What follows belongs to an exercise in optimizing a design on an open flow for small area; a production flow would make more cautious choices. Where RTL was checked, it was by simulation tests only, not by an equivalence proof against the original. No functional check of the RTL was part of runs 3 and 4. Power figures rest on the tool's default switching activity, not on a simulated workload.

==> flow/design.v (outline; a module is shown in full before it is edited, if it fits) <==
// module mfv: 353 lines
// module mfv_ao22: 14 lines
// module mfv_ao22b: 3 lines
// module mfv_bcd4: 292 lines
// module mfv_fa: 4 lines
// module mfv_ha: 4 lines
// module mfv_rdmux: 447 lines
// module mfv_cvmux: 200 lines
// module mfv_txmux: 62 lines
// module mfv_aoi222: 3 lines
// module mfv_aoi221: 3 lines
// module mfv_aoi22: 3 lines
// module mfv_aoi211: 3 lines
// module mfv_aoi21: 3 lines
// module mfv_nand2: 3 lines
// module mfv_nand3: 3 lines
// module mfv_nand4: 3 lines
// module mfv_nor2: 3 lines
// module mfv_nor3: 3 lines
// module mfv_nor4: 3 lines
// module mfv_or2: 3 lines
// module mfv_or3: 3 lines
// module mfv_or4: 3 lines
// module mfv_inv: 3 lines
module mfv (
    input             clk,
    input             rst,
    input             bus_valid,
    input             bus_write,
    input      [1:0]  bus_size,      
    input      [6:0]  bus_addr,      
    input      [31:0] bus_wdata,
    output reg        resp_valid,
    output reg        resp_err,
    output reg [31:0] resp_rdata,
    output            tx_valid,
    output     [7:0]  tx_data,
    input             tx_ready,
    input             rx_valid,
    input      [7:0]  rx_data,
    output            rx_ready,
    input             rx_timeout
);
  // ...
==> flow/run.sh <==
#!/bin/bash
# synth_recipe.tcl (not shown) runs the flow's synth.tcl, then flattens the netlist and writes it again
# the make line also repeats each setting of config.mk as NAME=value (left out here)
make -C /OpenROAD-flow-scripts/flow DESIGN_CONFIG=/design/flow/config.mk WORK_HOME=/design/flow/orfs CLKGATE_MAP_FILE= SYNTH_SCRIPT=/design/flow/synth_recipe.tcl finish
==> flow/config.mk <==
export PLATFORM = sky130hd
export DESIGN_NAME = mfv
export DESIGN_NICKNAME = mfv
export VERILOG_FILES = /design/flow/design.v
export SDC_FILE = /design/flow/constraint.sdc
export NUM_CORES = 4
export LEC_CHECK = 0
export CAP_MARGIN = 20
export CORE_MARGIN = 2
export CORE_UTILIZATION = 40
export CTS_BUF_LIST = sky130_fd_sc_hd__clkbuf_8
export SLEW_MARGIN = 20
export SYNTH_HIERARCHICAL = 1
==> flow/constraint.sdc <==
create_clock -name core_clock -period 20.0 [get_ports {clk}]
set_input_delay 4.0000 -clock core_clock [delete_from_list [all_inputs] [get_ports {clk}]]
set_output_delay 4.0000 -clock core_clock [all_outputs]
set_load 0.01 [all_outputs]
==> metrics.md, run 1 <==
| Metric | Value |
|---|---|
| Status | timing/DRC/antenna clean |
| Mean routed wirelength per cell | approximately 34 um |
| Type of origin of the critical path | primary input |
| IO buf count | between 90 and 100 |
| Crit share post-route | between 70% and 80% |
| Net Count, Synth | about 2600 |
| Reg2reg end | resp_rdata[27]$_SDFF_PP0_ |
| Cell Area, Synth | 0.0275 mm2 |
| Most frequent cells in the layout | 630 x dfxtp_1, 536 x a22o_1, 198 x a222oi_1 |
| Clock net power | 1220 uW |
| Top Consumer | registers |
| Max-slew violation count | 0 |
| CTS Buf Count | between 100 and 150 |
| Share of post-route cells with drive strength above 1 | a little under an eighth |
| Postcts setup bufs | 0 |
| Filler cell count | around 6200 |
| Vias | 24400 |
| Hold_sp | rxbuf[13]$_DFF_P_ |
| Sw frac | about a quarter |
| Min Clock Period, post-route | between 10 and 15 ns |
| Fin util | 47.2% |
| Clk_skew | between 0.04 and 0.05 ns |
| Met3 Resource Use GR | between 7 and 8% |
| DRT Pass-1 Iters | 12 |
| Die Y | 266 um |
| Most common cell after layout, fill and taps aside | dfxtp_1 |
| Fmax | around 67 MHz |
| Fraction of area in multi-input gates | ~45% |
| Routed length on met1 | roughly 48 mm |
| Clk slew on worst S/H paths | around 0.060 ns |
| Most common cell on crit path | fa_1 |
==> run 2: changes to the inputs <==
--- a/flow/config.mk
+++ b/flow/config.mk
@@ -10,3 +10,2 @@
 export CORE_UTILIZATION = 40
-export CTS_BUF_LIST = sky130_fd_sc_hd__clkbuf_8
 export SLEW_MARGIN = 20
==> metrics.md, run 2 <==
| Metric | Value |
|---|---|
| Sw Pwr | 612 uW (was 627 uW) |
| Hold Worst Slack | 0.472 ns (was 0.469 ns) |
| CP startpoint | bus_addr[2] (was bus_addr[4]) |
| Pleak | 0.0122 uW (was 0.0123 uW) |
| Via density | 6.84 (was 6.77) |
| Internal power | 2070 uW (was 1940 uW) |
| Worst Max-Slew Pin Slew | 1.19 ns (was 1.16 ns) |
| Max_cap viols | 0 (unchanged) |
| HP Class | reg -> reg (unchanged) |
| Power, Total | 2680 uW (was 2560 uW) |
| FF-to-FF Start | eng_raw[109]$_DFF_P_ (unchanged) |
| DRT antenna net count | 0 (unchanged) |
| Status | timing/DRC/antenna clean (unchanged) |
| Setup slack after layout | 4.99 ns (was 5.12 ns) |
| Cell Area, Synth | 0.0275 mm2 (unchanged) |
| Root Driver | clkbuf_16 (was clkbuf_8) |
| Vias | 24300 (was 24400) |
| Starting Density | 40.2% (unchanged) |
| Critical path's slowest cell | fa_1 (was clkdlybuf4s50_1) |
| All-Layer GR Usage | 33.5% (was 33.6%) |
| Crit share post-route | 75.1% (was 74.4%) |
| Final #Nets | 2804 (was 2840) |
| Max-slew violation count | 0 (unchanged) |
| Global-route wire length before repair | 172 mm (was 173 mm) |
| Pin count of the biggest net entering global routing | 88 (unchanged) |
| Resize count post-CTS | 0 (unchanged) |
| Max reg flops | 184 (unchanged) |
| CTS HTree Levels | 3 (unchanged) |
| Setup TNS | 0 ns (unchanged) |
| Crit Path Max Fanout | 32 (unchanged) |
| CTS tree | done (unchanged) |
| I/O pin count | 100 (unchanged) |
| Most common cell on crit path | fa_1 (unchanged) |
| Number of global-route vias before repair | 22900 (was 23100) |
| Dpl ws | 4.45 ns (unchanged) |
| CTS Buf Count | 70 (was 105) |
| Type of origin of the critical path | primary input (unchanged) |
| Hold_sp | rxbuf[5]$_DFF_P_ (was rxbuf[13]$_DFF_P_) |
| Die Y | 266 um (unchanged) |
| Final hold violation count | 0 (unchanged) |
| Worst Path Required | 20.48 ns (was 20.62 ns) |
| Share of post-route cells with drive strength above 1 | 10.1% (was 11.6%) |
| IO buf count | 99 (unchanged) |
| Die Wd | 266 um (unchanged) |
| DRT Pass-1 Iters | 11 (was 12) |
| CP max stage delay | 0.64 ns (was 0.70 ns) |
| Area Overhead vs Synth | 17.8% (was 17.3%) |
| Initial antenna violation count | 5 (was 2) |
| Clk_skew | 0.0362 ns (was 0.0484 ns) |
| Postcts setup bufs | 0 (unchanged) |
| Clock Path Buffers | 3 (unchanged) |
| Hold-fix buffers at CTS | 0 (unchanged) |
| Worst relative slew slack | 20.9% (was 22.7%) |
| Grt total ovfl | 0 (unchanged) |
| Gate count after technology mapping | 2422 (unchanged) |
| Core ar. | 0.0683 mm2 (unchanged) |
| Biggest regs | rxbuf: 184 flops, eng_raw: 128 flops, cur_raw: 56 flops (unchanged) |
| Fmax | 66.6 MHz (was 67.2 MHz) |
| Mean routed wirelength per cell | 34.1 um (was 33.7 um) |
| Clock latency on the worst-skew pair | 0.63 ns (was 0.75 ns) |
| Clk slew on worst S/H paths | 0.06 ns (about the same) |
| Fin util | 47.4% (was 47.2%) |
| P per Cell Area | 82.7 mW/mm2 (was 79.5 mW/mm2) |
| Sw frac | 22.8% (was 24.5%) |
| Sequential power share | 46.8% (was 49.0%) |
| Largest Register | rxbuf (unchanged) |
| Synth warn | 7 (unchanged) |
| Syn_area_per_cell | 11.4 um2 (unchanged) |
| Net Count, Synth | 2616 (unchanged) |
| Endpoints failing setup | 0 (unchanged) |
| Worst vdd ir | 0.0000647 V (was 0.0000601 V) |
| GPL Wtd Cong | 0.987 (unchanged) |
| Sinks on Clock Net | 630 (unchanged) |
| Die footprint | 0.0709 mm2 (unchanged) |
| Most frequent cells in the layout | 630 x dfxtp_1, 536 x a22o_1, 198 x a222oi_1 (unchanged) |
| Most common cell after layout, fill and taps aside | dfxtp_1 (unchanged) |
| Clk pwr share | 50.0% (was 47.7%) |
| Crit path DAT | 15.50 ns (about the same) |
| Worst Setup End Kind | flop (unchanged) |
| RSZ-0062 raised after global routing | false (unchanged) |
| Residual DRC | 0 (unchanged) |
| Min Clock Period, post-route | 15.01 ns (was 14.88 ns) |
| Crit path kind | in -> reg (unchanged) |
| Initial DRC Count | 4524 (was 4280) |
| Row count | 96 (unchanged) |
| HPWL Detailed | 88.1 mm (unchanged) |
| Final wirelength | 121 mm (was 122 mm) |
| Logic pwr share | 3.2% (was 3.3%) |
==> run 2: final cells by class <==
| type | instances | area, um2 |
|---|---|---|
| clock buffers | 108 | 2100 |
| inverters | 76 | 285 |
| diodes | 2 | 5.00 |
| fillers | 6152 | 35900 |
| well taps | 882 | 1100 |
| flip-flops and latches | 630 | 12600 |
| repair buffers | 159 | 1420 |
| clock inverters | 17 | 294 |
| multi-input cells | 1673 | 14600 |
==> run 2: routing by layer <==
metal | part of all wire [%] | global-route usage, % | up-vias | wire length [um]
met2 | 42 | 49.5 | 1731 | 51300
met1 | 40 | 46.1 | 12100 | 48400
met5 | 0.013 | 0 | - | 16
met4 | 6.1 | 17.3 | 2 | 7350
li1 | - | - | 10100 | -
met3 | 11 | 7.03 | 329 | 13900
==> run 2: critical path, delay by kind of cell <==
kind | cells | cell delay (ns)
xor gates and xnor gates | 1 | 0.14
buffers and inverters | 2 | 0.86
adders and majority gates | 24 | 8.64
AOI/OAI and AO/OA | 2 | 0.68
and+or+nand+nor | 5 | 1.17
==> run 2: power by group through the flow <==
stage	Sequential, uW	Clock [uW]	Combinational (uW)
finish	1260	1340	85.4
detailed placement	1280	0	82.8
global placement	1280	0	82.1
CTS	1260	1350	82.9
floorplan	1280	0	31.3
global route	1250	1390	87.6
==> run 2: per-stage QoR <==
step                std cells  instance area, um2
floorplan                2422               27500
global placement         3420               30000
detailed placement       3420               30000
CTS                      3545               32400
global route             3545               32400
finish                   3547               32400
==> run 2: path summary, 6_finish.rpt <==
kind	endpoint	slack, ns	depth (start not counted)
min reg2reg	rxbuf[5]$_DFF_P_	0.47	1
max	resp_rdata[27]$_SDFF_PP0_	4.99	34
max reg2reg	resp_rdata[27]$_SDFF_PP0_	9.49	30
min	rxbuf[5]$_DFF_P_	0.47	1
==> module mfv, before the edit <==
module mfv (
    input             clk,
    input             rst,
    input             bus_valid,
    input             bus_write,
    input      [1:0]  bus_size,      
    input      [6:0]  bus_addr,      
    input      [31:0] bus_wdata,
    output reg        resp_valid,
    output reg        resp_err,
    output reg [31:0] resp_rdata,
    output            tx_valid,
    output     [7:0]  tx_data,
    input             tx_ready,
    input             rx_valid,
    input      [7:0]  rx_data,
    output            rx_ready,
    input             rx_timeout
);
    localparam [1:0] M_IDLE = 2'd0, M_TX = 2'd1, M_RECV = 2'd2, M_DRAIN = 2'd3;
    localparam [1:0] K_NONE = 2'd0, K_CUR = 2'd1, K_ENG = 2'd2;
    function [15:0] crc_step;
        input [15:0] c_in;
        input [7:0]  b;
        reg   [15:0] c;
        integer k;
        begin
            c = c_in ^ {8'h00, b};
            for (k = 0; k < 8; k = k + 1)
                c = c[0] ? ((c >> 1) ^ 16'hA001) : (c >> 1);
            crc_step = c;
        end
    endfunction
    function nib_bad;
        input [7:0] b;
        begin
            nib_bad = (b[7:4] > 4'd9) || (b[3:0] > 4'd9);
        end
    endfunction
    reg [1:0]   mode, kind;
    reg         done, crc_ok, tmo, fniberr, bniberr;
    reg [2:0]   cause;
    reg [31:0]  addr_r, data_r;
    reg [15:0]  crc_r;
    reg [31:0]  bcd_raw;         
    reg [15:0]  crc_rx, crc_calc;
    reg [55:0]  cur_raw;         
    reg         cur_sent;        
    reg [127:0] eng_raw;         
    reg         eng_sent;        
    reg [4:0]   rxcount, draincnt;
    reg [2:0]   txidx;
    reg [183:0] rxbuf;           
    reg [39:0]  txbuf;           
    reg         txfull;          
    reg [15:0]  rcrc;            
    wire [15:0] rcrc_nx = crc_step(rcrc, rx_data);
    wire [15:0] hcrc_nx = crc_step(crc_r, data_r[7:0]);
    reg  [15:0] tcrc;
    integer ti;
    always @(*) begin
        tcrc = 16'hFFFF;
        for (ti = 0; ti < 5; ti = ti + 1)
            tcrc = crc_step(tcrc, txbuf[ti*8 +: 8]);
    end
    wire [55:0] txfr = {tcrc, txbuf};
    assign tx_valid = (mode == M_TX);
    mfv_txmux u_txmux (.t0(txfull && txidx == 3'd0), .t1(txfull && txidx == 3'd1),
        .t2(txfull && txidx == 3'd2), .t3(txfull && txidx == 3'd3), .t4(txfull && txidx == 3'd4),
        .t5(txfull && txidx == 3'd5), .t6(txfull && txidx == 3'd6), .txfr(txfr), .y(tx_data));
    assign rx_ready = mode[1];
    wire acc_bad   = (bus_size != 2'd2) || (bus_addr[1:0] != 2'b00) || (bus_addr >= 7'h64);
    wire wr_ok_reg = (bus_addr == 7'h00) || (bus_addr == 7'h08) || (bus_addr == 7'h0C);
    wire bus_err_w = acc_bad || (bus_write && !wr_ok_reg);
    wire host_wr   = bus_valid && bus_write && !bus_err_w;
    wire cmd_wr    = host_wr && (bus_addr[3:2] == 2'b00);
    wire [3:0] op  = bus_wdata[3:0];
    wire soft_rst  = cmd_wr && (bus_wdata == 32'h0000000F);
    wire is_eng = kind[1];
    wire rst_any = rst || soft_rst;
    wire        rd_ok = bus_valid && !bus_write && !bus_err_w && !rst;
    wire [4:0]  ra    = bus_addr[6:2];
    wire        cur_grp = (ra == 5'h08) || (ra == 5'h09) || (ra == 5'h0A);
    wire        eng_grp = (ra == 5'h0B) || (ra == 5'h0C) || (ra == 5'h0D) || (ra == 5'h0E);
    wire        s_st  = rd_ok && ra == 5'h01;
    wire        s_ad  = rd_ok && ra == 5'h02;
    wire        s_da  = rd_ok && ra == 5'h03;
    wire        s_crc = rd_ok && ra == 5'h04;
    wire        s_cv  = rd_ok && ((ra == 5'h05) || (cur_grp && !cur_sent) || (eng_grp && !eng_sent));
    wire        s_crx = rd_ok && ra == 5'h06;
    wire        s_ccl = rd_ok && ra == 5'h07;
    wire        s_cnt = rd_ok && ra == 5'h0F;
    wire        s_rb0 = rd_ok && ra == 5'h10;
    wire        s_rb1 = rd_ok && ra == 5'h11;
    wire        s_rb2 = rd_ok && ra == 5'h12;
    wire        s_rb3 = rd_ok && ra == 5'h13;
    wire        s_rb4 = rd_ok && ra == 5'h14;
    wire        s_rb5 = rd_ok && ra == 5'h15;
    wire        s_tx0 = rd_ok && txfull && ra == 5'h16;
    wire        s_tx1 = rd_ok && txfull && ra == 5'h17;
    wire        s_id  = rd_ok && ra == 5'h18;
    wire        k_hi  = rd_ok && eng_grp && eng_sent;
    wire        k_lo  = k_hi || (rd_ok && cur_grp && cur_sent);
    wire [31:0] cv_in;
    wire [27:0] cv_out;
    wire [31:0] rd_mux;
    wire [3:0]  ca = bus_addr[5:2];
    mfv_cvmux u_cvmux (.c_bcd(ca == 4'h5), .c_v(ca == 4'h8), .c_c(ca == 4'h9), .c_p(ca == 4'hA),
        .c_e0(ca == 4'hB), .c_e1(ca == 4'hC), .c_e2(ca == 4'hD), .c_e3(ca == 4'hE),
        .cur_raw(cur_raw), .eng_raw(eng_raw), .bcd_raw(bcd_raw), .y(cv_in));
    mfv_bcd4 u_bcd (.d(cv_in), .v(cv_out));
    mfv_rdmux u_rdmux (.s_st(s_st), .s_ad(s_ad), .s_da(s_da), .s_crc(s_crc), .s_cv(s_cv), .s_crx(s_crx),
        .s_ccl(s_ccl), .s_cnt(s_cnt), .s_rb0(s_rb0), .s_rb1(s_rb1), .s_rb2(s_rb2), .s_rb3(s_rb3),
        .s_rb4(s_rb4), .s_rb5(s_rb5), .s_tx0(s_tx0), .s_tx1(s_tx1), .k_lo(k_lo), .k_hi(k_hi), .s_id(s_id),
        .status({1'b0, cause, 1'b0, bniberr, kind, fniberr & (mode != M_RECV), tmo, crc_ok, done,
                 mode == M_DRAIN, mode == M_RECV, mode == M_TX, mode != M_IDLE}),
        .addr_r(addr_r), .data_r(data_r), .crc_r(crc_r), .cv_out(cv_out), .crc_rx(crc_rx), .crc_calc(crc_calc),
        .counts({txidx, 3'd0, draincnt, 3'd0, rxcount}),
        .rxbuf(rxbuf), .txfr({tcrc, txbuf}), .rd(rd_mux));
    reg [1:0]   n_mode, n_kind;
    reg         n_done, n_crc_ok, n_tmo, n_fniberr, n_bniberr;
    reg [2:0]   n_cause;
    reg [4:0]   n_rxcount, n_draincnt;
    reg [2:0]   n_txidx;
    reg [15:0]  n_rcrc;
    reg         sent_set;        
    reg         good;            
    reg         fin;             
    reg         rx_st;           
    reg [1:0]   m4;              
    wire [4:0]  len     = is_eng ? 5'd23 : 5'd14;
    wire [7:0]  crc_lo  = is_eng ? rxbuf[21*8 +: 8] : rxbuf[12*8 +: 8];
    wire [15:0] rxf     = {rx_data, crc_lo};
    wire        last    = is_eng ? (rxcount == 5'd22) : (rxcount == 5'd13);
    wire        in_crc  = is_eng ? (rxcount < 5'd21) : (rxcount < 5'd12);
    wire        in_fld  = (rxcount >= 5'd5) && in_crc;
    wire        match   = (rcrc == rxf);
    always @(*) begin
        n_mode = mode;       n_kind = kind;
        n_done = done;       n_crc_ok = crc_ok;   n_tmo = tmo;
        n_fniberr = fniberr; n_bniberr = bniberr; n_cause = cause;
        n_rxcount = rxcount; n_draincnt = draincnt; n_txidx = txidx;
        n_rcrc = rcrc;
        m4 = mode; sent_set = 1'b0; good = 1'b0; fin = 1'b0; rx_st = 1'b0;
        if (mode == M_TX && tx_ready) begin
            n_txidx = txidx + 3'd1;
            if (txidx == 3'd6) begin
                n_mode = M_IDLE;
                n_done = 1'b1;
            end
        end
        if (mode == M_RECV && rx_valid) begin
            rx_st = 1'b1;
            n_rxcount = rxcount + 5'd1;
            if (in_crc)
                n_rcrc = rcrc_nx;
            if (in_fld && nib_bad(rx_data))
                n_fniberr = 1'b1;
            if (last) begin
                fin = 1'b1;
                if (match) begin
                    good     = 1'b1;
                    n_crc_ok = 1'b1;
                    n_mode   = M_IDLE;
                    n_done   = 1'b1;
                end else begin
                    sent_set   = 1'b1;
                    n_crc_ok   = 1'b0;
                    n_fniberr  = 1'b0;
                    n_draincnt = len;
                    n_mode     = M_DRAIN;
                end
            end
        end else if (mode == M_DRAIN && rx_valid) begin
            n_draincnt = draincnt - 5'd1;
            if (draincnt == 5'd1) begin
                n_mode = M_IDLE;
                n_done = 1'b1;
            end
        end
        if (rx_timeout) begin
            if (n_mode == M_RECV) begin
                sent_set   = 1'b1;
                n_crc_ok   = 1'b0;
                n_fniberr  = 1'b0;
                n_tmo      = 1'b1;
                n_draincnt = len;
                n_mode     = M_DRAIN;
            end else if (n_mode == M_DRAIN) begin
                n_draincnt = 5'd0;
                n_mode     = M_IDLE;
                n_done     = 1'b1;
            end
        end
        m4 = n_mode;
        if (cmd_wr) begin
            if (bus_wdata[31:4] != 28'd0)
                n_cause = 3'd3;                      
            else if (op >= 4'h8 && op <= 4'hE)
                n_cause = 3'd2;                      
            else if ((op == 4'h4 || op == 4'h5 || op == 4'h6) && n_mode != M_IDLE)
                n_cause = 3'd1;                      
            else if (op == 4'h7 && !n_mode[1])
                n_cause = 3'd4;                      
            else begin
                n_cause = 3'd0;
                case (op)
                    4'h3: n_bniberr = nib_bad(data_r[31:24]) | nib_bad(data_r[23:16]) |
                                      nib_bad(data_r[15:8])  | nib_bad(data_r[7:0]);
                    4'h4: begin
                        n_txidx = 3'd0;
                        n_done  = 1'b0;
                        n_mode  = M_TX;
                    end
                    4'h5, 4'h6: begin
                        n_kind     = (op == 4'h5) ? K_CUR : K_ENG;
                        n_rxcount  = 5'd0;
                        n_draincnt = 5'd0;
                        n_done     = 1'b0;
                        n_crc_ok   = 1'b0;
                        n_tmo      = 1'b0;
                        n_fniberr  = 1'b0;
                        n_rcrc     = 16'hFFFF;
                        n_mode     = M_RECV;
                    end
                    4'h7: begin
                        if (n_mode == M_RECV) begin
                            sent_set   = 1'b1;
                            n_crc_ok   = 1'b0;
                            n_fniberr  = 1'b0;
                            n_tmo      = 1'b1;
                            n_draincnt = len;
                            n_mode     = M_DRAIN;
                        end else begin
                            n_draincnt = 5'd0;
                            n_mode     = M_IDLE;
                            n_done     = 1'b1;
                        end
                    end
                    default: ;
                endcase
            end
        end
    end
    wire cmd_ok   = cmd_wr && (bus_wdata[31:4] == 28'd0);
    wire do_crc   = cmd_ok && (op == 4'h1 || op == 4'h2);
    wire do_bcd   = cmd_ok && (op == 4'h3);
    wire do_txreq = cmd_ok && (op == 4'h4) && (m4 == M_IDLE);
    always @(posedge clk) begin
        if (rst) begin
            resp_valid <= 1'b0;
            resp_err   <= 1'b0;
            resp_rdata <= 32'd0;
        end else begin
            resp_valid <= bus_valid;
            resp_err   <= bus_valid && bus_err_w;
            resp_rdata <= rd_mux;
        end
    end
    always @(posedge clk) begin
        if (rst_any) begin
            mode <= M_IDLE;     kind <= K_NONE;
            done <= 1'b0;       crc_ok <= 1'b0;     tmo <= 1'b0;
            fniberr <= 1'b0;    bniberr <= 1'b0;    cause <= 3'd0;
            rxcount <= 5'd0;    draincnt <= 5'd0;   txidx <= 3'd0;
        end else begin
            mode <= n_mode;     kind <= n_kind;
            done <= n_done;     crc_ok <= n_crc_ok; tmo <= n_tmo;
            fniberr <= n_fniberr; bniberr <= n_bniberr; cause <= n_cause;
            rxcount <= n_rxcount; draincnt <= n_draincnt; txidx <= n_txidx;
        end
    end
    wire        ld_addr = host_wr && bus_addr[3:2] == 2'b10;
    wire        ld_data = host_wr && bus_addr[3:2] == 2'b11;
    wire        nr      = !rst_any;
    wire        ad_l = ld_addr & nr,  ad_h = !ld_addr & nr;
    wire        da_l = ld_data & nr,  da_h = !ld_data & nr;
    wire        bc_l = do_bcd & nr,   bc_h = !do_bcd & nr;
    wire        cr_l = fin & nr,      cr_h = !fin & nr;
    wire        cu_l = good & !is_eng & nr, cu_h = !(good & !is_eng) & nr;
    wire        en_l = good & is_eng & nr,  en_h = !(good & is_eng) & nr;
    wire        tx_l = do_txreq & nr, tx_h = !do_txreq & nr;
    wire [31:0] addr_r_d;
    mfv_ao22 #(32) u_addr_r (.a(ad_l), .b(bus_wdata), .c(ad_h), .d(addr_r), .y(addr_r_d));
    wire [31:0] data_r_d;
    mfv_ao22 #(32) u_data_r (.a(da_l), .b(bus_wdata), .c(da_h), .d(data_r), .y(data_r_d));
    wire [31:0] bcd_raw_d;
    mfv_ao22 #(32) u_bcd_raw (.a(bc_l), .b(data_r), .c(bc_h), .d(bcd_raw), .y(bcd_raw_d));
    wire [15:0] crc_rx_d;
    mfv_ao22 #(16) u_crc_rx (.a(cr_l), .b(rxf), .c(cr_h), .d(crc_rx), .y(crc_rx_d));
    wire [15:0] crc_calc_d;
    mfv_ao22 #(16) u_crc_calc (.a(cr_l), .b(rcrc), .c(cr_h), .d(crc_calc), .y(crc_calc_d));
    wire [55:0] cur_raw_d;
    mfv_ao22 #(56) u_cur_raw (.a(cu_l), .b(rxbuf[95:40]), .c(cu_h), .d(cur_raw), .y(cur_raw_d));
    wire [127:0] eng_raw_d;
    mfv_ao22 #(128) u_eng_raw (.a(en_l), .b(rxbuf[167:40]), .c(en_h), .d(eng_raw), .y(eng_raw_d));
    wire [39:0] txbuf_d;
    mfv_ao22 #(40) u_txbuf (.a(tx_l), .b({data_r[7:0], addr_r[7:0], addr_r[15:8], addr_r[23:16], addr_r[31:24]}), .c(tx_h), .d(txbuf), .y(txbuf_d));
    always @(posedge clk) begin
        addr_r <= addr_r_d;
        data_r <= data_r_d;
        bcd_raw <= bcd_raw_d;
        crc_rx <= crc_rx_d;
        crc_calc <= crc_calc_d;
        cur_raw <= cur_raw_d;
        eng_raw <= eng_raw_d;
        txbuf <= txbuf_d;
    end
    always @(posedge clk) begin
        if (rst_any)
            crc_r <= 16'hFFFF;
        else if (do_crc)
            crc_r <= op[1] ? hcrc_nx : 16'hFFFF;
    end
    always @(posedge clk) begin
        if (rst_any) begin
            cur_sent <= 1'b1;
            eng_sent <= 1'b1;
        end else if (sent_set) begin
            if (is_eng) eng_sent <= 1'b1;
            else        cur_sent <= 1'b1;
        end else if (good) begin
            if (is_eng) eng_sent <= 1'b0;
            else        cur_sent <= 1'b0;
        end
    end
    always @(posedge clk) begin
        rcrc <= n_rcrc;
    end
    reg [22:0] rb_l, rb_h;
    integer bi;
    always @(*) begin
        for (bi = 0; bi < 23; bi = bi + 1) begin
            rb_l[bi] = rx_st && (rxcount == bi) && nr;
            rb_h[bi] = !(rx_st && (rxcount == bi)) && nr;
        end
    end
    genvar gb;
    generate
        for (gb = 0; gb < 23; gb = gb + 1) begin : g_rxbuf
            wire [7:0] rb_d;
            mfv_ao22 #(8) u_rb (.a(rb_l[gb]), .b(rx_data), .c(rb_h[gb]), .d(rxbuf[gb*8 +: 8]), .y(rb_d));
            always @(posedge clk)
                rxbuf[gb*8 +: 8] <= rb_d;
        end
    endgenerate
    always @(posedge clk) begin
        if (rst_any)
            txfull <= 1'b0;
        else if (do_txreq)
            txfull <= 1'b1;
    end
endmodule
==> run 3: changes to the inputs <==
--- a/flow/design.v
+++ b/flow/design.v
@@ -50,3 +50,3 @@
     reg         eng_sent;        
-    reg [4:0]   rxcount, draincnt;
+    reg [4:0]   rxcount;
     reg [2:0]   txidx;
@@ -56,2 +56,3 @@
     reg [15:0]  rcrc;            
+    wire [4:0]  draincnt = rcrc[4:0];
     wire [15:0] rcrc_nx = crc_step(rcrc, rx_data);
@@ -117,3 +118,3 @@
         .addr_r(addr_r), .data_r(data_r), .crc_r(crc_r), .cv_out(cv_out), .crc_rx(crc_rx), .crc_calc(crc_calc),
-        .counts({txidx, 3'd0, draincnt, 3'd0, rxcount}),
+        .counts({txidx, 3'd0, draincnt & {5{mode == M_DRAIN}}, 3'd0, rxcount}),
         .rxbuf(rxbuf), .txfr({tcrc, txbuf}), .rd(rd_mux));
@@ -122,3 +123,3 @@
     reg [2:0]   n_cause;
-    reg [4:0]   n_rxcount, n_draincnt;
+    reg [4:0]   n_rxcount;
     reg [2:0]   n_txidx;
@@ -141,3 +142,3 @@
         n_fniberr = fniberr; n_bniberr = bniberr; n_cause = cause;
-        n_rxcount = rxcount; n_draincnt = draincnt; n_txidx = txidx;
+        n_rxcount = rxcount; n_txidx = txidx;
         n_rcrc = rcrc;
@@ -169,3 +170,3 @@
                     n_fniberr  = 1'b0;
-                    n_draincnt = len;
+                    n_rcrc[4:0] = len;
                     n_mode     = M_DRAIN;
@@ -174,3 +175,3 @@
         end else if (mode == M_DRAIN && rx_valid) begin
-            n_draincnt = draincnt - 5'd1;
+            n_rcrc[4:0] = draincnt - 5'd1;
             if (draincnt == 5'd1) begin
@@ -186,6 +187,5 @@
                 n_tmo      = 1'b1;
-                n_draincnt = len;
+                n_rcrc[4:0] = len;
                 n_mode     = M_DRAIN;
             end else if (n_mode == M_DRAIN) begin
-                n_draincnt = 5'd0;
                 n_mode     = M_IDLE;
@@ -217,3 +217,2 @@
                         n_rxcount  = 5'd0;
-                        n_draincnt = 5'd0;
                         n_done     = 1'b0;
@@ -231,6 +230,5 @@
                             n_tmo      = 1'b1;
-                            n_draincnt = len;
+                            n_rcrc[4:0] = len;
                             n_mode     = M_DRAIN;
                         end else begin
-                            n_draincnt = 5'd0;
                             n_mode     = M_IDLE;
@@ -264,3 +262,3 @@
             fniberr <= 1'b0;    bniberr <= 1'b0;    cause <= 3'd0;
-            rxcount <= 5'd0;    draincnt <= 5'd0;   txidx <= 3'd0;
+            rxcount <= 5'd0;    txidx <= 3'd0;
         end else begin
@@ -269,3 +267,3 @@
             fniberr <= n_fniberr; bniberr <= n_bniberr; cause <= n_cause;
-            rxcount <= n_rxcount; draincnt <= n_draincnt; txidx <= n_txidx;
+            rxcount <= n_rxcount; txidx <= n_txidx;
         end
--- a/flow/config.mk
+++ b/flow/config.mk
@@ -10,2 +10,4 @@
 export CORE_UTILIZATION = 40
+export CTS_CLUSTER_DIAMETER = 120
+export CTS_CLUSTER_SIZE = 24
 export SLEW_MARGIN = 20
==> metrics.md, run 3 <==
| Metric | Value |
|---|---|
| Initial DRC Count | 4180 (was 4524) |
| DRT Pass-1 Iters | 10 (was 11) |
| Max-slew violation count | 0 (unchanged) |
| Worst vdd ir | 0.0000696 V (was 0.0000647 V) |
| Status | timing/DRC/antenna clean (unchanged) |
| Starting Density | 40.3% (was 40.2%) |
| Pin count of the biggest net entering global routing | 85 (was 88) |
| Critical path's top delay family | adder cells (unchanged) |
| Most common cell on crit path | fa_1 (unchanged) |
| Crit path DAT | 15.62 ns (was 15.50 ns) |
| Worst Max-Slew Pin Slew | 1.28 ns (was 1.19 ns) |
| CTS tree | done (unchanged) |
| Hold-fix buffers at CTS | 0 (unchanged) |
| Die Y | 266 um (about the same) |
| Max reg flops | 184 (unchanged) |
| Most common cell after layout, fill and taps aside | dfxtp_1 (unchanged) |
| Via density | 6.94 (was 6.84) |
| Clk slew on worst S/H paths | 0.10 ns (was 0.06 ns) |
| Pleak | 0.0116 uW (was 0.0122 uW) |
| Postcts setup bufs | 0 (unchanged) |
| Worst Setup End Kind | flop (unchanged) |
| Mean routed wirelength per cell | 36.1 um (was 34.1 um) |
| Reg2Reg Setup Slack | 9.45 ns (was 9.49 ns) |
| Max_cap viols | 0 (unchanged) |
| Share of post-route cells with drive strength above 1 | 8.21% (was 10.1%) |
| Row count | 96 (unchanged) |
| Vias | 24000 (was 24300) |
| Crit share post-route | 75.7% (was 75.1%) |
| Final #Nets | 2761 (was 2804) |
| Global-route wire length before repair | 175 mm (was 172 mm) |
| Buf/Inv on CP | 2 (unchanged) |
| RSZ-0062 raised after global routing | false (unchanged) |
| Fmax | 66.0 MHz (was 66.6 MHz) |
| Sinks on Clock Net | 625 (was 630) |
| IO buf count | 99 (unchanged) |
| Net Count, Synth | 2603 (was 2616) |
| Endpoints failing setup | 0 (unchanged) |
| Hold Crit Depth | 2 (was 1) |
| Gate count after technology mapping | 2410 (was 2422) |
| HPWL Detailed | 93.4 mm (was 88.1 mm) |
| Clock Path Buffers | 3 (unchanged) |
| Core ar. | 0.0683 mm2 (unchanged) |
| Biggest regs | rxbuf: 184 flops, eng_raw: 128 flops, cur_raw: 56 flops (unchanged) |
| Syn_area_per_cell | 11.4 um2 (about the same) |
| Crit Path Max Fanout | 32 (unchanged) |
| P per Cell Area | 72.3 mW/mm2 (was 82.7 mW/mm2) |
| Largest Register | rxbuf (unchanged) |
| Synth warn | 7 (unchanged) |
| Residual DRC | 0 (unchanged) |
| Worst relative slew slack | 14.9% (was 20.9%) |
| Min Clock Period, post-route | 15.15 ns (was 15.01 ns) |
| I/O pin count | 100 (unchanged) |
| Worst Reg2Reg Path Length in Cells | 30 (unchanged) |
| Cell depth of the worst setup path | 34 (unchanged) |
| CTS HTree Levels | 1 (was 3) |
| DRT antenna net count | 0 (unchanged) |
| Setup TNS | 0 ns (unchanged) |
| Area Overhead vs Synth | 12.4% (was 17.8%) |
| Die footprint | 0.0710 mm2 (was 0.0709 mm2) |
| Worst Path Required | 20.48 ns (about the same) |
| Die Wd | 266 um (about the same) |
| Crit path kind | in -> reg (unchanged) |
| Clk_skew | 0.0338 ns (was 0.0362 ns) |
| Most frequent cells in the layout | 625 x dfxtp_1, 536 x a22o_1, 198 x a222oi_1 (was 630 x dfxtp_1, 536 x a22o_1, 198 x a222oi_1) |
| Cell Area, Synth | 0.0275 mm2 (about the same) |
| All-Layer GR Usage | 34.3% (was 33.5%) |
| Initial antenna violation count | 7 (was 5) |
| GPL Wtd Cong | 0.979 (was 0.987) |
| Grt total ovfl | 0 (unchanged) |
| Final wirelength | 125 mm (was 121 mm) |
| Type of origin of the critical path | primary input (unchanged) |
| CTS Buf Count | 30 (was 70) |
| Number of global-route vias before repair | 22500 (was 22900) |
| Clock latency on the worst-skew pair | 0.64 ns (was 0.63 ns) |
| Filler cell count | 6270 (was 6152) |
| Final hold violation count | 0 (unchanged) |
| Placed cell area | 0.0301 mm2 (was 0.0300 mm2) |
| HP Class | reg -> reg (unchanged) |
| Resize count post-CTS | 0 (unchanged) |
| Root Driver | clkbuf_16 (unchanged) |
| Critical path's slowest cell | clkdlybuf4s50_1 (was fa_1) |
| CP max stage delay | 0.77 ns (was 0.64 ns) |
| Fin util | 45.3% (was 47.4%) |
| Fin area | 0.0310 mm2 (was 0.0324 mm2) |
## run 3: power by group
group	switching [uW]	leakage, uW	internal, uW
Sequential	43.3	0.00504	1260
Clock	414	0.000395	280
Combinational	143	0.00615	96.1
## run 3: metrics by stage
stage	total power (uW)	instances	hold WS (ns)	worst slack, ns
2_1_floorplan	1470	2410	0.436	4.66
3_3_place_gp	1560	3416	0.451	4.42
3_5_place_dp	1560	3418	0.451	4.28
4_1_cts	2230	3451	0.474	4.93
5_1_grt	2300	3451	0.488	4.51
6_report	2240	3457	0.475	4.85
## run 3: path summary, 6_finish.rpt
path / from / endpoint
setup / recovery: bus_addr[5] / resp_rdata[27]$_SDFF_PP0_
hold / removal: cause[2]$_SDFFE_PN0P_ / cause[2]$_SDFFE_PN0P_
setup reg to reg: bcd_raw[24]$_DFF_P_ / resp_rdata[27]$_SDFF_PP0_
hold reg to reg: cause[2]$_SDFFE_PN0P_ / cause[2]$_SDFFE_PN0P_
## run 3: tightest hold or removal path, cell delays in order, from the launching register on
cell and delay, ns:
dfxtp_1 0.32, nand2_1 0.06, a21oi_1 0.05
## run 3: layout make-up
| class | instances | area (um2) | area share [%] |
|---|---|---|---|
| antenna | 6 | 15.0 | 0.0485 |
| clock buffer | 32 | 779 | 2.52 |
| clock inverter | 1 | 30.0 | 0.0970 |
| inverter | 76 | 285 | 0.922 |
| multi-input combinational | 1663 | 14700 | 47.5 |
| sequential | 625 | 12500 | 40.4 |
| tap | 882 | 1100 | 3.56 |
| timing repair buffer | 172 | 1540 | 4.96 |
## run 3: metal layers
| layer | part of all wire, % | routed length, um | track usage (%) | up-vias |
|---|---|---|---|---|
| li1 | - | - | - | 9954 |
| met1 | 40 | 49900 | 46.8 | 12100 |
| met2 | 43 | 53500 | 51.0 | 1661 |
| met3 | 12 | 14600 | 8.50 | 274 |
| met4 | 5.5 | 6860 | 16.0 | 4 |
| met5 | 0.045 | 56 | 0 | - |
==> run 4: changes to the inputs <==
==> flow/flow/run.sh (new file) <==
#!/bin/bash
set -euo pipefail
export BUFFER_PORTS_ARGS="-buffer_cell sky130_fd_sc_hd__buf_1"
export CTS_ARGS="-sink_clustering_enable -repair_clock_nets -dont_use_dummy_load -sink_clustering_size 24 -sink_clustering_max_diameter 120"
bash standard.sh finish > flow_make.log 2>&1
==> flow/standard.sh (new file) <==
#!/bin/bash
# synth_recipe.tcl (not shown) runs the flow's synth.tcl, then flattens the netlist and writes it again
# the make line also repeats each setting of config.mk as NAME=value (left out here)
make -C /OpenROAD-flow-scripts/flow DESIGN_CONFIG=/design/flow/config.mk WORK_HOME=/design/flow/orfs CLKGATE_MAP_FILE= SYNTH_SCRIPT=/design/flow/synth_recipe.tcl "${@:-finish}"
removed: flow/run.sh
==> metrics.md, run 4 <==
| Metric | Value |
|---|---|
| Status | timing/DRC/antenna clean (unchanged) |
| Fin util | 44.2% (was 45.3%) |
| Root Driver | clkbuf_16 (unchanged) |
| Crit Path Max Fanout | 32 (unchanged) |
| Clk pwr share | 30.6% (was 31.0%) |
| Sw frac | 26.9% (was 26.8%) |
| Crit share post-route | 73.9% (was 75.7%) |
| Vias | 23900 (was 24000) |
| Hold_sp | cause[2]$_SDFFE_PN0P_ (unchanged) |
| RSZ-0062 raised after global routing | false (unchanged) |
| Pin count of the biggest net entering global routing | 100 (was 85) |
| Final #Nets | 2750 (was 2761) |
| Critical path's slowest cell | fa_1 (was clkdlybuf4s50_1) |
| Max-slew violation count | 0 (unchanged) |
| Cells after DPL | 3406 (was 3418) |
| Number of global-route vias before repair | 22800 (was 22500) |
| Sinks on Clock Net | 625 (unchanged) |
| Largest Register | rxbuf (unchanged) |
| Fin area | 0.0302 mm2 (was 0.0310 mm2) |
| FF-to-FF Start | bcd_raw[24]$_DFF_P_ (unchanged) |
| DRT antenna net count | 0 (unchanged) |
| Clock latency on the worst-skew pair | 0.66 ns (was 0.64 ns) |
| Max reg flops | 184 (unchanged) |
| Gate count after technology mapping | 2410 (unchanged) |
| Logic pwr share | 10.4% (was 10.7%) |
| Crit path DAT | 15.26 ns (was 15.62 ns) |
| HPWL Detailed | 91.9 mm (was 93.4 mm) |
| Area Overhead vs Synth | 9.68% (was 12.4%) |
| HP Class | reg -> reg (unchanged) |
| Die footprint | 0.0710 mm2 (unchanged) |
| Core ar. | 0.0683 mm2 (unchanged) |
| Worst Reg2Reg Path Length in Cells | 30 (unchanged) |
| Die Wd | 266 um (unchanged) |
| Mean routed wirelength per cell | 36.2 um (was 36.1 um) |
| CTS Buf Count | 30 (unchanged) |
| Worst relative slew slack | 17.5% (was 14.9%) |
| Via density | 6.96 (was 6.94) |
| Residual DRC | 0 (unchanged) |
| Worst Setup End Kind | flop (unchanged) |
| Clk_skew | 0.0737 ns (was 0.0338 ns) |
| Setup TNS | 0 ns (unchanged) |
| Synth warn | 7 (unchanged) |
| Die Y | 266 um (unchanged) |
| Final Non-Filler Cells | 3437 (was 3457) |
| Most common cell on crit path | fa_1 (unchanged) |
| Sequential power share | 59.1% (was 58.3%) |
| Crit path kind | in -> reg (unchanged) |
| Most frequent cells in the layout | 625 x dfxtp_1, 536 x a22o_1, 198 x a222oi_1 (unchanged) |
| CTS tree | done (unchanged) |
| Row count | 96 (unchanged) |
| GPL Wtd Cong | 0.985 (was 0.979) |
| Placed cell area | 0.0294 mm2 (was 0.0301 mm2) |
| Syn_area_per_cell | 11.4 um2 (unchanged) |
| Filler cell count | 6337 (was 6270) |
| Worst vdd ir | 0.0000727 V (was 0.0000696 V) |
| Initial antenna violation count | 2 (was 7) |
| Hold-fix buffers at CTS | 0 (unchanged) |
| Global-route wire length before repair | 174 mm (was 175 mm) |
| P per Cell Area | 73.3 mW/mm2 (was 72.3 mW/mm2) |
| Type of origin of the critical path | primary input (unchanged) |
| Pleak | 0.0113 uW (was 0.0116 uW) |
| I/O pin count | 100 (unchanged) |
| Net Count, Synth | 2603 (unchanged) |
| Endpoints failing setup | 0 (unchanged) |
| Worst Path Required | 20.48 ns (about the same) |
| Grt total ovfl | 0 (unchanged) |
| Biggest regs | rxbuf: 184 flops, eng_raw: 128 flops, cur_raw: 56 flops (unchanged) |
| Cell Area, Synth | 0.0275 mm2 (unchanged) |
| IO buf count | 99 (unchanged) |
| Final hold violation count | 0 (unchanged) |
| DRT Pass-1 Iters | 13 (was 10) |
| Ant diodes | 0 (was 6) |
| Reg2Reg Setup Slack | 9.48 ns (was 9.45 ns) |
| Share of post-route cells with drive strength above 1 | 8.14% (was 8.21%) |
| CTS HTree Levels | 1 (unchanged) |
| Min Clock Period, post-route | 14.78 ns (was 15.15 ns) |
| Reg2reg end | resp_rdata[27]$_SDFF_PP0_ (unchanged) |
| Max_cap viols | 0 (unchanged) |
| Clk slew on worst S/H paths | 0.11 ns (was 0.10 ns) |
| Clock Path Buffers | 3 (unchanged) |
| CP max stage delay | 0.62 ns (was 0.77 ns) |
| Resize count post-CTS | 0 (unchanged) |
| Postcts setup bufs | 0 (unchanged) |
| Worst Max-Slew Pin Slew | 1.24 ns (was 1.28 ns) |
| Power, Total | 2210 uW (was 2240 uW) |
| Starting Density | 40.3% (unchanged) |
| Internal power | 1620 uW (was 1640 uW) |
| All-Layer GR Usage | 34.1% (was 34.3%) |
| Initial DRC Count | 4656 (was 4180) |
| Sw Pwr | 596 uW (was 601 uW) |
| Most common cell after layout, fill and taps aside | dfxtp_1 (unchanged) |
| Hold endpoint | cause[2]$_SDFFE_PN0P_ (unchanged) |
| Fmax | 67.7 MHz (was 66.0 MHz) |
| Hold Crit Depth | 2 (unchanged) |
| Final wirelength | 124 mm (was 125 mm) |
## run 4: area by class of cell
type                       instances  area [um2]  area share (%)
multi-input combinational       1663       14700            48.7
sequential                       625       12500            41.4
tap                              882        1100            3.65
timing repair buffer             161         851            2.82
clock buffer                      30         751            2.49
inverter                          76         285           0.944
## run 4: worst max path at each step
stage | slack, ns | cells past startpoint | start | to
4_1_cts | 5.24 | 34 | bus_addr[5] | resp_rdata[27]$_SDFF_PP0_
3_3_place_gp | 4.74 | 34 | bus_addr[5] | resp_rdata[27]$_SDFF_PP0_
2_1_floorplan | 4.66 | 33 | bus_addr[5] | resp_rdata[27]$_SDFF_PP0_
5_1_grt | 4.83 | 34 | bus_addr[5] | resp_rdata[27]$_SDFF_PP0_
6_report | 5.22 | 34 | bus_addr[5] | resp_rdata[27]$_SDFF_PP0_
3_5_place_dp | 4.63 | 34 | bus_addr[5] | resp_rdata[27]$_SDFF_PP0_
## run 4: through the flow
stage | setup slack (ns) | hold WS (ns)
floorplan | 4.66 | 0.436
global placement | 4.74 | 0.452
detailed placement | 4.63 | 0.452
CTS | 5.24 | 0.468
global route | 4.83 | 0.491
finish | 5.22 | 0.472
## run 4: power by group through the flow
stage                     registers [uW]  clock network, uW  logic (uW)
after floorplan                     1310                  0         159
after global placement              1330                  0         217
after detailed placement            1330                  0         224
after CTS                           1310                676         226
after global routing                1310                720         244
final                               1310                677         229
## run 4: routing by layer
layer	up-vias	track usage, %	share of wire (%)
li1	9951	-	-
met1	12000	45.7	39
met2	1699	50.8	42
met3	272	9.11	12
met4	4	16.7	6.0
met5	-	0	0.027
## run 4: worst max-delay path, delay by kind of cell
kind	cells	cell delay (ns)
XOR/XNOR	1	0.14
AND/OR/NAND/NOR	5	1.07
adder cells (fa/ha/maj)	24	8.60
AO/OA/AOI/OAI	2	0.70
buffers and inverters	2	0.69

[port drivers added, routing unchanged]
The flow's constraints put no driver on any port. The routed layouts listed below were extracted and timed again, unchanged, in two steps. Step 1: set_driving_cell puts a clkbuf_16 on clk and a buf_2 on each other input, an assumption about the parent block. Step 2 also shifts input and output timing later by t, the mid clock arrival at the registers, as if the neighbouring blocks saw the same clock. Slacks: no drivers / after step 1 / after step 2; pairs: no drivers / after step 1.
run	shift t [ns]	setup WS [ns]	worst setup path at the end
run 1	0.786	5.122 / 5.148 / 4.362	input to register
run 2	0.675	4.986 / 5.012 / 4.337	input to register
run 3	0.683	4.853 / 4.878 / 4.195	input to register
run 4	0.689	5.225 / 5.250 / 4.561	input to register
After both steps every run listed still meets setup and hold. For run 1, which loses most, drivers alone change the setup slack by +0.026 ns; drivers and shift together by -0.760 ns.
